What follows belongs to an exercise in optimizing a design on an open flow for small area, a short achievable clock period and few clock cycles; a production flow would make more cautious choices. No functional check of the RTL was part of any run shown here. No activity file was given, so power comes from the tool's default toggle rates.

--- design/flow/design.v ---
module rx_framer (
    input  wire        clk,
    input  wire        rst,             
    input  wire        poll_valid,
    output reg         poll_ready,
    input  wire        poll_has_byte,   
    input  wire [7:0]  poll_byte,
    input  wire [31:0] poll_now,        
    output reg         resp_valid,
    output reg         resp_inact,      
    output reg         resp_frame_ok,   
    output reg         resp_crc_err,    
    output reg         fo_valid,
    output reg  [7:0]  fo_data
);
    localparam [7:0]  HEADER1     = 8'hAA;
    localparam [7:0]  HEADER2     = 8'h55;
    localparam [7:0]  TERMINATOR  = 8'h0D;
    localparam [7:0]  MAX_PAYLOAD = 8'd121;
    localparam [31:0] INACT_MS    = 32'd1500;
    localparam        NCH         = 121;    
    localparam [2:0]  MAXOUT      = 3'd4;   
    reg        s0_v, s0_has;
    reg [7:0]  s0_b;
    reg [31:0] s0_now;
    always @(posedge clk) begin
        s0_v   <= poll_valid & poll_ready & ~rst;
        s0_has <= poll_has_byte;
        s0_b   <= poll_byte;
        s0_now <= poll_now;
    end
    reg [31:0] t_last;
    always @(posedge clk)
        if (s0_v & s0_has)
            t_last <= s0_now;
    wire [31:0] elapsed = s0_now - t_last;
    reg       s1_v, s1_has, s1_e;
    reg [7:0] s1_b;
    reg       s1_h1, s1_h2, s1_ack, s1_len, s1_term;
    always @(posedge clk) begin
        s1_v    <= s0_v & ~rst;
        s1_has  <= s0_has;
        s1_e    <= elapsed > INACT_MS;
        s1_b    <= s0_b;
        s1_h1   <= s0_b == HEADER1;
        s1_h2   <= s0_b == HEADER2;
        s1_ack  <= s0_b[7:1] == 7'd0;
        s1_len  <= s0_b <= MAX_PAYLOAD;
        s1_term <= s0_b == TERMINATOR;
    end
    localparam [3:0] F_IDLE = 4'd0, F_SH1 = 4'd1, F_SH2 = 4'd2, F_SLEN = 4'd3,
                     F_PAY  = 4'd4, F_CLO = 4'd5, F_CHI = 4'd6, F_TERM = 4'd7,
                     F_DISC = 4'd8;
    reg [3:0] fst;
    reg [6:0] rem;           
    reg [6:0] len;           
    reg       ack;           
    reg       fack;          
    reg [7:0] rsel_lo;       
    reg [15:0] rsel_hi;      
    reg       s2_v, s2_inact, s2_wr, s2_cload, s2_cstep, s2_clo, s2_chi, s2_done;
    reg [7:0] s2_b;
    wire      inact = s1_v && (fst != F_IDLE) && s1_e;
    wire [3:0] fst0 = inact ? F_IDLE : fst;
    reg [3:0] fst_n;
    reg       wr_n, cload_n, cstep_n, clo_n, chi_n, done_n;
    always @(*) begin
        fst_n   = fst0;
        wr_n    = 1'b0;
        cload_n = 1'b0;
        cstep_n = 1'b0;
        clo_n   = 1'b0;
        chi_n   = 1'b0;
        done_n  = 1'b0;
        if (s1_has) begin
            case (fst0)
                F_IDLE: if (s1_h1) fst_n = F_SH1;
                F_SH1:
                    if (s1_h2)      fst_n = F_SH2;
                    else if (s1_h1) fst_n = F_SH1;
                    else            fst_n = F_IDLE;
                F_SH2:
                    if (s1_ack)     fst_n = F_SLEN;
                    else if (s1_h1) fst_n = F_SH1;
                F_SLEN:
                    if (s1_len) begin
                        fst_n = (s1_b[6:0] == 7'd0) ? F_CLO : F_PAY;
                        cload_n = 1'b1;
                    end else if (s1_h1) fst_n = F_SH1;
                    else fst_n = F_IDLE;
                F_PAY: begin
                    if (rem == 7'd1) fst_n = F_CLO;
                    cstep_n = 1'b1; wr_n = 1'b1;
                end
                F_CLO: begin fst_n = F_CHI; clo_n = 1'b1; end
                F_CHI: begin fst_n = F_TERM; chi_n = 1'b1; end
                F_TERM:
                    if (s1_term) begin fst_n = F_IDLE; done_n = 1'b1; end
                    else fst_n = F_DISC;
                default:  
                    if (s1_h1) fst_n = F_SH1;
            endcase
        end
    end
    wire [6:0] lm1 = s1_b[6:0] - 7'd1;
    always @(posedge clk) begin
        if (rst) begin
            fst  <= F_IDLE;
            s2_v <= 1'b0;
        end else begin
            s2_v <= s1_v;
            if (s1_v) begin
                fst <= fst_n;
                if (s1_has && fst0 == F_SH2) ack <= s1_b[0];
                if (s1_has && fst0 == F_SLEN) begin
                    len <= s1_b[6:0];
                    rem <= s1_b[6:0];
                    rsel_lo <= 8'd1 << lm1[2:0];
                    rsel_hi <= 16'd1 << lm1[6:3];
                end
                if (s1_has && fst0 == F_PAY)
                    rem <= rem - 7'd1;
                if (done_n)
                    fack <= ack;
            end
        end
        s2_inact <= inact;
        s2_wr    <= s1_v & wr_n;
        s2_cload <= s1_v & cload_n;
        s2_cstep <= s1_v & cstep_n;
        s2_clo   <= s1_v & clo_n;
        s2_chi   <= s1_v & chi_n;
        s2_done  <= s1_v & done_n;
        s2_b     <= s1_b;
    end
    localparam [15:0] CRC_A0 = 16'hB06E, CRC_A1 = 16'h70AF;
    reg [15:0] crc;
    reg        crc_ok;
    reg [15:0] crc_step;
    integer k;
    always @(*) begin
        crc_step = (s2_cload ? (ack ? CRC_A1 : CRC_A0) : crc) ^ {8'h00, s2_b};
        for (k = 0; k < 8; k = k + 1)
            crc_step = crc_step[0] ? ((crc_step >> 1) ^ 16'hA001) : (crc_step >> 1);
    end
    always @(posedge clk) begin
        if (s2_cload | s2_cstep)
            crc <= crc_step;
        if (s2_clo)
            crc_ok <= (s2_b == crc[7:0]);
        if (s2_chi)
            crc_ok <= crc_ok & (s2_b == crc[15:8]);
    end
    wire oshift;                               
    reg [8*NCH-1:0] chain;
    always @(posedge clk)
        if (s2_wr | oshift)
            chain <= {chain[8*NCH-9:0], s2_b};
    wire r_v     = s2_v;
    wire r_inact = s2_inact;
    wire r_ok    = s2_done & crc_ok;
    wire r_err   = s2_done & ~crc_ok;
    reg [2:0] q_inact, q_ok, q_err;    
    reg [1:0] q_n;
    reg       busy;
    reg [6:0] ph;                      
    reg [6:0] ocr;                     
    reg       pend_inact;
    reg [2:0] nout;                    
    wire q_ne = (q_n != 2'd0);
    wire src_v     = q_ne | r_v;
    wire src_inact = q_ne ? q_inact[0] : r_inact;
    wire src_ok    = q_ne ? q_ok[0]    : r_ok;
    wire src_err   = q_ne ? q_err[0]   : r_err;
    wire take = ~busy & src_v;         
    wire pop  = take & q_ne;
    wire push = r_v & (busy | q_ne);
    assign oshift = ph[3];
    reg [8*16-1:0] ch_grp;
    reg [7:0] ch_rd;
    integer j, g;
    always @(*) begin
        for (g = 0; g < 16; g = g + 1) begin
            ch_grp[8*g +: 8] = 8'h00;
            for (j = 0; j < 8; j = j + 1)
                if (8*g + j < NCH)
                    ch_grp[8*g +: 8] = ch_grp[8*g +: 8] |
                                       (chain[8*(8*g+j) +: 8] & {8{rsel_lo[j]}});
        end
        ch_rd = 8'h00;
        for (g = 0; g < 16; g = g + 1)
            ch_rd = ch_rd | (ch_grp[8*g +: 8] & {8{rsel_hi[g]}});
    end
    wire resp_n = busy ? ph[6] : (take & ~src_ok);
    always @(posedge clk) begin
        if (rst) begin
            q_n        <= 2'd0;
            busy       <= 1'b0;
            ph         <= 7'd0;
            resp_valid <= 1'b0;
            fo_valid   <= 1'b0;
            nout       <= 3'd0;
            poll_ready <= 1'b1;
        end else begin
            if (pop) begin
                q_inact <= {1'b0, q_inact[2:1]};
                q_ok    <= {1'b0, q_ok[2:1]};
                q_err   <= {1'b0, q_err[2:1]};
            end
            if (push) begin
                case (q_n - {1'b0, pop})
                    2'd0: begin q_inact[0] <= r_inact; q_ok[0] <= r_ok; q_err[0] <= r_err; end
                    2'd1: begin q_inact[1] <= r_inact; q_ok[1] <= r_ok; q_err[1] <= r_err; end
                    default: begin q_inact[2] <= r_inact; q_ok[2] <= r_ok; q_err[2] <= r_err; end
                endcase
            end
            q_n <= q_n + {1'b0, push} - {1'b0, pop};
            resp_valid <= resp_n;
            fo_valid   <= 1'b0;
            if (busy) begin
                fo_valid <= 1'b1;
                if (ph[3]) begin
                    ocr <= ocr - 7'd1;
                    if (ocr == 7'd1) ph <= 7'b0010000;
                end else if (ph[2] && len == 7'd0) begin
                    ph <= 7'b0010000;
                end else begin
                    ph <= {ph[5:0], 1'b0};
                end
                if (ph[6]) begin
                    busy <= 1'b0;
                    ph   <= 7'd0;
                end
            end else if (take & src_ok) begin
                busy       <= 1'b1;
                fo_valid   <= 1'b1;
                ph         <= 7'b0000001;
                ocr        <= len;
                pend_inact <= src_inact;
            end
            nout       <= nout + {2'd0, s0_v} - {2'd0, resp_n};
            poll_ready <= (nout + {2'd0, s0_v} - {2'd0, resp_n} + {2'd0, poll_ready}) < MAXOUT;
        end
    end
    always @(posedge clk) begin
        if (busy) begin
            resp_inact    <= pend_inact;
            resp_frame_ok <= 1'b1;
            resp_crc_err  <= 1'b0;
        end else begin
            resp_inact    <= src_inact;
            resp_frame_ok <= 1'b0;
            resp_crc_err  <= src_err;
        end
        case (1'b1)
            ~busy:  fo_data <= HEADER1;
            ph[0]:  fo_data <= HEADER2;
            ph[1]:  fo_data <= {7'd0, fack};
            ph[2]:  fo_data <= {1'b0, len};
            ph[3]:  fo_data <= ch_rd;
            ph[4]:  fo_data <= crc[7:0];
            ph[5]:  fo_data <= crc[15:8];
            default: fo_data <= TERMINATOR;
        endcase
    end
endmodule
--- design/flow/run.sh ---
#!/bin/bash
# synth_recipe.tcl (not shown) runs the flow's synth.tcl, then flattens the netlist and writes it again
# the make line also repeats each setting of config.mk as NAME=value (left out here)
make -C /OpenROAD-flow-scripts/flow DESIGN_CONFIG=/design/flow/config.mk WORK_HOME=/design/flow/orfs CLKGATE_MAP_FILE= SYNTH_SCRIPT=/design/flow/synth_recipe.tcl finish
--- design/flow/config.mk ---
export PLATFORM = sky130hd
export DESIGN_NAME = rx_framer
export DESIGN_NICKNAME = rx_framer
export VERILOG_FILES = /design/flow/design.v
export SDC_FILE = /design/flow/constraint.sdc
export NUM_CORES = 4
export LEC_CHECK = 0
export CAP_MARGIN = 20
export CORE_MARGIN = 2
export CORE_UTILIZATION = 50
export SETUP_SLACK_MARGIN = 5
export SLEW_MARGIN = 20
--- design/flow/constraint.sdc ---
create_clock -name core_clock -period 10.0 [get_ports {clk}]
set_input_delay 2.0000 -clock core_clock [delete_from_list [all_inputs] [get_ports {clk}]]
set_output_delay 2.0000 -clock core_clock [all_outputs]
set_load 0.01 [all_outputs]
==> impl_metrics.ini, run 1 <==
[setup_path]
end_kind = output port
cp_num_buf_inv = 1
critPathSlowestCell = clkdlybuf4s50_1
cp_data_required_time_ns = 8.00
max_stage_delay_ns = 0.62
criticalPathCategory = register to output port
ff2ff_path_depth = 11
crit_fanout = 1
cp_top_family = buffers and inverters
timing.rr.start = rsel_lo[1]
startpoint_type = register
crit_arrival_ns = 1.77
cp_cell_sequence = clkdlybuf4s50_1
r2r-end = fo_data[4]
reg2reg_setup_slack_ns = 6.27

[timing]
maxSlewViolCount = 0
setup_ws_ns = 6.233
fin_crit_sh_pct = 37.67
clock.fmax_mhz = 265.5
slew_headroom_pct = 27.49
setup_viol = 0
rsz0062_at_grt = false
hold_viol = 0
skew_ns = 0.02067
period_needed_ns = 3.767
worst_pin_slew_ns = 1.088
tns_ns = 0

[yosys]
netlist_instances = 2760
synthAdderAreaFrac_pct = 1.213
synth_cell_types = 75
yosysSeqAreaShare_pct = 77.04
synth_edf_count = 1074
synth-seq-cells = 1178
ys_warn_count = 1
synthesis.area_um2 = 44570
synth_top_family_by_area = compound AO/OA/AOI/OAI gates
yosys.area_share.simple_pct = 5.755
synth_xor_area_share_pct = 1.552
synth_ff_type = edfxtp_1
synth_fp_nets = 2846
synth-async-reset-ratio_pct = 0
syn_area_per_cell_um2 = 16.15
synth-compound-area-share_pct = 12.16
synthMuxAreaShare_pct = 0.3313

[power_and_ir_drop]
power_frac_comb_pct = 4.5
peakVddDrop_v = 0.0001631
net-switching-power_mw = 2.172
pwr-share-seq_pct = 52.7
pwr-share-clk_pct = 42.8
p_sw_share_pct = 21.00
leakage_nw = 16.35
internal-power_mw = 8.172
cellPowerDensity_nw_per_um2 = 205.6

[run]
drv_cap = 0

[cells_and_area]
final_cells = 4081
fin_nets = 2908
final_layout_size_suffix_gt1_share_pct = 8.676
antenna_cells = 0
nFillCells = 6839
area_delta_synth_final_pct = 12.89
final_core_util_pct = 56.93

[clock_tree]
clock_latency_ns = 0.69
root_buffer = clkbuf_16
clock-sinks = 1178
cts_resized = 0
cts_tree = built
clk_pin_slew_ns = 0.06
cts_setup_buffers = 0
h-tree-depth = 3
cts_buffers = 118
ctsHoldBuffers = 0
clk_path_buf_depth = 3

[status]
status = finished clean

[drt]
wl_mm = 104.7
drt_pre_antenna_iters = 5
dr.first_iter.drc_count = 3112
viasPerCell = 6.311
detail-route-antenna-nets = 0
drc = 0
post_drt_wl_per_cell_um = 25.66
dr_total_vias = 25760

[die]
coreArea_um2 = 88370
die_area_um2 = 91540
pin_count = 58
start_util_pct = 50.43
chipHeight_um = 302.6
die_w_um = 302.6
rows = 109

[grt]
antenna_found_initial = 1
grt_pass1_vias = 25800
grt_max_degree = 222
gr-total-overflow = 0
grt_pass1_wl_mm = 159.5
grt_use_total_pct = 22.82

[min_path]
hold_path.class = register to register
min_to = s2_b[7]
min_path_cells = 0
min_from = s1_b[7]

[placement]
gp_congestion = 0.8668
dp_hpwl_mm = 57.13
dp_cells = 3866
dp_slack_ns = 6.112
portBuffers = 57
==> flip-flops by register name, indices dropped and copies added, names as in the netlist, 4 cells and up <==
name	cells
rsel_lo	8
fo_data	8
rsel_hi	16
chain	968
crc	16
len	7
ocr	7
s2_b	8
fst	4
s0_now	32
ph	7
rem	7
s0_b	8
t_last	32
s1_b	8
==> placed cells by master (no fill, tap or decap), types with 9 or more instances in the layout <==
cell             synthesis  layout
edfxtp_1              1074    1074
a22oi_1                535     535
nand4_1                141     141
clkbuf_16                0     121
dfxtp_1                104     103
nand2_1                 89      89
nor2_1                  84      84
inv_1                   62      62
a21oi_1                 59      59
clkdlybuf4s50_1          0      57
o21ai_0                 46      46
xnor2_1                 46      46
ha_1                    40      40
buf_4                    0      35
nand3_1                 34      34
xor2_1                  33      33
clkinv_1                 1      24
nor3_1                  25      24
clkbuf_1               100      22
clkinv_2                 0      21
nand2b_1                18      18
nor4_1                  14      14
nor2b_1                 14      14
a221oi_1                14      14
o21a_1                  13      13
bufinv_16                0      13
and2_1                  11      11
a211oi_1                 9       9
==> cells by family after synthesis <==
logic type | after synthesis
AOI/OAI and AO/OA | 745
xor gates and xnor gates | 79
adders and majority gates | 42
buffers and inverters | 225
DFF | 1178
muxes | 14
and+or+nand+nor | 477
==> cells in the mapped netlist (9+ instances only) <==
library cell,number,area (um2)
nand4_1,141,882.1
dfxtp_1,104,2082
nor2_1,84,315.3
nand2_1,89,334.1
nand2b_1,18,112.6
nand3_1,34,170.2
buf_2,18,90.09
edfxtp_1,1074,32250
a221oi_1,14,122.6
xnor2_1,46,402.9
inv_1,62,232.7
clkbuf_1,100,375.4
a22oi_1,535,4016
ha_1,40,500.5
o21ai_0,46,230.2
a211oi_1,9,67.56
buf_1,40,150.1
o21a_1,13,97.59
nor3_1,25,125.1
a21oi_1,59,295.3
nor2b_1,14,87.58
nor4_1,14,87.58
and2_1,11,68.82
xor2_1,33,289.0
==> power groups by stage <==
stage               Combinational [mW]  Clock [mW]  Sequential [mW]
floorplan                        0.325           0             5.54
global placement                 0.452           0             5.55
detailed placement               0.466           0             5.55
CTS                              0.469        4.50             5.45
global route                     0.521        4.67             5.45
finish                           0.468        4.43             5.45
==> per-layer routing <==
metal	vias up	global-route usage [%]	part of all wire [%]	routed length, um
li1	11280	-	-	-
met1	13220	33.29	43	44980
met2	1062	35.42	47	49130
met3	200	3.502	6.9	7218
met4	0	7.671	3.2	3374
met5	-	0	0	0
==> layout make-up <==
| class | count | area, um2 | share of cell area (%) |
|---|---|---|---|
| clock buffer | 148 | 3179 | 6.319 |
| clock inverter | 66 | 673.1 | 1.338 |
| inverter | 63 | 236.5 | 0.4700 |
| multi-input combinational | 1357 | 9376 | 18.64 |
| sequential | 1178 | 34330 | 68.24 |
| tap | 1165 | 1458 | 2.897 |
| timing repair buffer | 104 | 1055 | 2.096 |
==> how the worst max path moves through the flow <==
stage,endpoint,depth (start not counted),from,slack (ns)
floorplan,chain[0],3,ph[3],1.90
global placement,rem[0],3,rst,6.20
detailed placement,rem[1],3,rst,6.11
CTS,fo_data[4],1,fo_data[4],6.22
global route,fo_data[4],11,rsel_lo[1],6.07
finish,fo_data[4],1,fo_data[4],6.23
==> metrics by stage <==
step / cell area, um2 / total power [mW] / hold WS (ns)
global route: 50310 / 10.65 / 0.3477
finish: 50310 / 10.34 / 0.3349
floorplan: 44600 / 5.861 / 0.3096
global placement: 46420 / 6.002 / 0.3151
CTS: 50270 / 10.42 / 0.3371
detailed placement: 46420 / 6.018 / 0.3223
==> worst reg2reg max path, stage by stage (launching register included) <==
cell      delay [ns]
edfxtp_1        0.36
buf_4           0.38
buf_4           0.56
a22oi_1         0.31
nand4_1         0.12
a22oi_1         0.42
nand4_1         0.16
nor3_1          0.82
nor3_1          0.10
a21oi_1         0.17
nor2_1          0.06
o21a_1          0.18
==> run 2, diff against run 1 <==
==> design/flow/flow/run.sh (new file) <==
#!/bin/bash
# The standard layout (standard synthesis, floorplan, placement, CTS,
# routing), with timing repair aiming below the clock period: repair_timing
# is asked for a setup margin of MARGIN ns at the design's own clock.
set -uo pipefail
MARGIN=${MARGIN:-6.7}
bash standard.sh SETUP_SLACK_MARGIN=$MARGIN finish > standard_flow.log 2>&1
==> design/flow/standard.sh (new file) <==
#!/bin/bash
# synth_recipe.tcl (not shown) runs the flow's synth.tcl, then flattens the netlist and writes it again
# the make line also repeats each setting of config.mk as NAME=value (left out here)
make -C /OpenROAD-flow-scripts/flow DESIGN_CONFIG=/design/flow/config.mk WORK_HOME=/design/flow/orfs CLKGATE_MAP_FILE= SYNTH_SCRIPT=/design/flow/synth_recipe.tcl "${@:-finish}"
removed: design/flow/run.sh
==> impl_metrics.ini, run 2 <==
[status]
status = finished clean

[cells_and_area]
final_common_cell = edfxtp_1
top_register = chain
final_cell_mix = edfxtp_1 (1074), a22oi_1 (535), nand4_1 (141)
reg_top3 = chain (968), s0_now (32), t_last (32)
final_core_util_pct = 56.65
antenna_cells = 0
largest_reg_flops = 968
final_layout_size_suffix_gt1_share_pct = 9.275
area_delta_synth_final_pct = 12.34
fin_nets = 2902

[timing]
fin_crit_sh_pct = 32.54
period_needed_ns = 3.254
worst_pin_slew_ns = 1.044
tns_ns = 0
hold_viol = 0
clock.fmax_mhz = 307.3
slew_headroom_pct = 30.42
rsz0062_at_grt = false
setup_ws_ns = 6.746
maxSlewViolCount = 0
skew_ns = 0.01599
setup_viol = 0

[die]
die_area_um2 = 91540
pin_count = 58
chipHeight_um = 302.6
coreArea_um2 = 88370
rows = 109
start_util_pct = 50.43
die_w_um = 302.6

[clock_tree]
ctsHoldBuffers = 0
root_buffer = clkbuf_16
clock-sinks = 1178
h-tree-depth = 3
cts_buffers = 116
clk_pin_slew_ns = 0.06
clock_latency_ns = 0.70
clk_path_buf_depth = 3
cts_tree = built

[yosys]
synth_ff_type = edfxtp_1
synth_area_leaders = edfxtp_1 (72%), a22oi_1 (9.0%), dfxtp_1 (4.7%), nand4_1 (2.0%), ha_1 (1.1%)
yosysMostFrequentCell = edfxtp_1
synth_edf_count = 1074
yosys-top-cells-count = edfxtp_1 (1074), a22oi_1 (535), nand4_1 (141)
synth_cell_types = 75
synth_fp_nets = 2846
synth_top_area_cell = edfxtp_1
synthesis.area_um2 = 44570
synth-async-reset-ratio_pct = 0
yosysTopAreaCellShare_pct = 72.36
synth-seq-cells = 1178
ys_warn_count = 1
netlist_instances = 2760
yosysSeqAreaShare_pct = 77.04
syn_area_per_cell_um2 = 16.15

[drt]
dr.first_iter.drc_count = 2719
detail-route-antenna-nets = 0
wl_mm = 104.5
drt_pre_antenna_iters = 6
post_drt_wl_per_cell_um = 25.63
dr_total_vias = 25710
drc = 0
viasPerCell = 6.307

[power_and_ir_drop]
peakVddDrop_v = 0.0001637
cellPowerDensity_nw_per_um2 = 202.1
leakage_nw = 16.23
power_mw = 10.12

[grt]
gr-total-overflow = 0
grt_util_met1_pct = 33.66
grt_use_met3_pct = 4.082
grt_pass1_vias = 25750
grt-busiest-layer = met2
antenna_found_initial = 3
grt_max_degree = 220
grt_use_total_pct = 22.80
grt_pass1_wl_mm = 158.9
use_met2_pct = 35.16

[setup_path]
path_depth = 1
cp_top_family = flip-flops
reg2reg_setup_slack_ns = 6.80
end_kind = output port
r2r-end = fo_data[2]
crit_arrival_ns = 1.25
criticalPathCategory = register to output port
startpoint_type = register
cp_num_buf_inv = 1
critPathSlowestCell = dfxtp_4
timing.rr.start = rsel_lo[0]
cp_data_required_time_ns = 8.00
cp_cell_sequence = buf_2
ff2ff_path_depth = 10
crit_fanout = 1
max_stage_delay_ns = 0.40

[min_path]
min_path_cells = 0
hold_path.class = register to register
min_to = s1_b[0]
min_from = s0_b[0]

[placement]
dp_slack_ns = 6.138
dp_hpwl_mm = 57.33
portBuffers = 57
gp_congestion = 0.8600

[run]
drv_cap = 0
run 2: cell counts after synthesis:
No cell type changed its count.
run 2: worst reg2reg max path: stages, from the launching register on:
cell      delay, ns
edfxtp_1       0.32
buf_4          0.41
buf_12         0.60
and2_2         0.63
nand2_1        0.22
nand3_1        0.14
a221oi_1       0.06
nand3_1        0.20
o221ai_1       0.21
a21oi_1        0.20
o21a_1         0.15
run 2: cell families after synthesis:
logic type | share of synthesized area [%]
AND/OR/NAND/NOR | 5.755
buffers and inverters | 1.957
XOR/XNOR | 1.553
multiplexers | 0.3313
AO/OA/AOI/OAI | 12.16
flip-flops | 77.04
adder cells (fa/ha/maj) | 1.213
run 2: layout make-up:
| class | instances | area, um2 |
|---|---|---|
| timing repair buffer | 100 | 980.9 |
| clock buffer | 147 | 3060 |
| inverter | 63 | 236.5 |
| sequential | 1178 | 34350 |
| clock inverter | 66 | 576.8 |
| fill | 6837 | 38310 |
| multi-input combinational | 1357 | 9403 |
| tap | 1165 | 1458 |
run 2: how the worst max path moves through the flow:
stage | start | end | slack [ns]
floorplan | ph[3] | chain[0] | 1.90
global placement | rst | ocr[3] | 6.20
detailed placement | rst | rem[2] | 6.14
CTS | fo_data[3] | fo_data[3] | 6.54
global route | poll_ready | poll_ready | 6.70
finish | fo_data[3] | fo_data[3] | 6.75
run 2: power breakdown:
part	switching (mW)	internal (mW)	total, mW	leakage, nW
clock network	1.85	2.35	4.20	1.77
logic	0.264	0.195	0.459	3.92
registers	0.0638	5.39	5.46	10.5
total	2.18	7.94	10.1	16.2
run 2: stage by stage:
step                cell area [um2]  hold slack [ns]  instances
global placement              46370           0.3638       3861
finish                        50070           0.3684       4076
CTS                           50040           0.3703       4075
detailed placement            46370           0.3652       3861
floorplan                     44630           0.3096       2760
global route                  50070           0.3750       4076
run 2: layer usage:
metal	wire length [um]	vias up
li1	-	11270
met1	45150	13220
met2	49230	1070
met3	7769	154
met4	2293	2
met5	10	-
run 2: repair_timing:
action / 4_1_cts / 5_1_grt
setup buffers: 1 / 0
endpoints found under the setup margin: 399 / 390
cloned: 0 / 1
resized for setup: 58 / 17

-- re-timing with driven ports --
No port has a modelled driver above. Below, the same layouts with a new extraction and two added sets of constraints.
Step 1 (the two cells are an assumption about what drives the block):
set clk [get_ports {clk}]
set_driving_cell -lib_cell sky130_fd_sc_hd__clkbuf_16 $clk
set_driving_cell -lib_cell sky130_fd_sc_hd__buf_2 [delete_from_list [all_inputs] $clk]
Step 2 adds t to the input delays and takes it off the output delays; t is the mean of the earliest and latest rising clock arrival at the registers after step 1. Input paths then give back, and output paths get back, about the clock's delay inside the block.
Three values: ideal ports, drivers, drivers and shift; two values: the first two.
run | t, ns | setup slack, ns | worst hold slack (ns)
run 1 | 0.748 | 6.233 / 6.166 / 6.134 | 0.335 / 0.335 / 0.335
run 2 | 0.756 | 6.746 / 6.681 / 6.179 | 0.368 / 0.368 / 0.368
After both steps setup and hold are still met in every run listed. For run 2, which loses most, drivers alone change the setup slack by -0.065 ns; drivers and shift together by -0.567 ns.
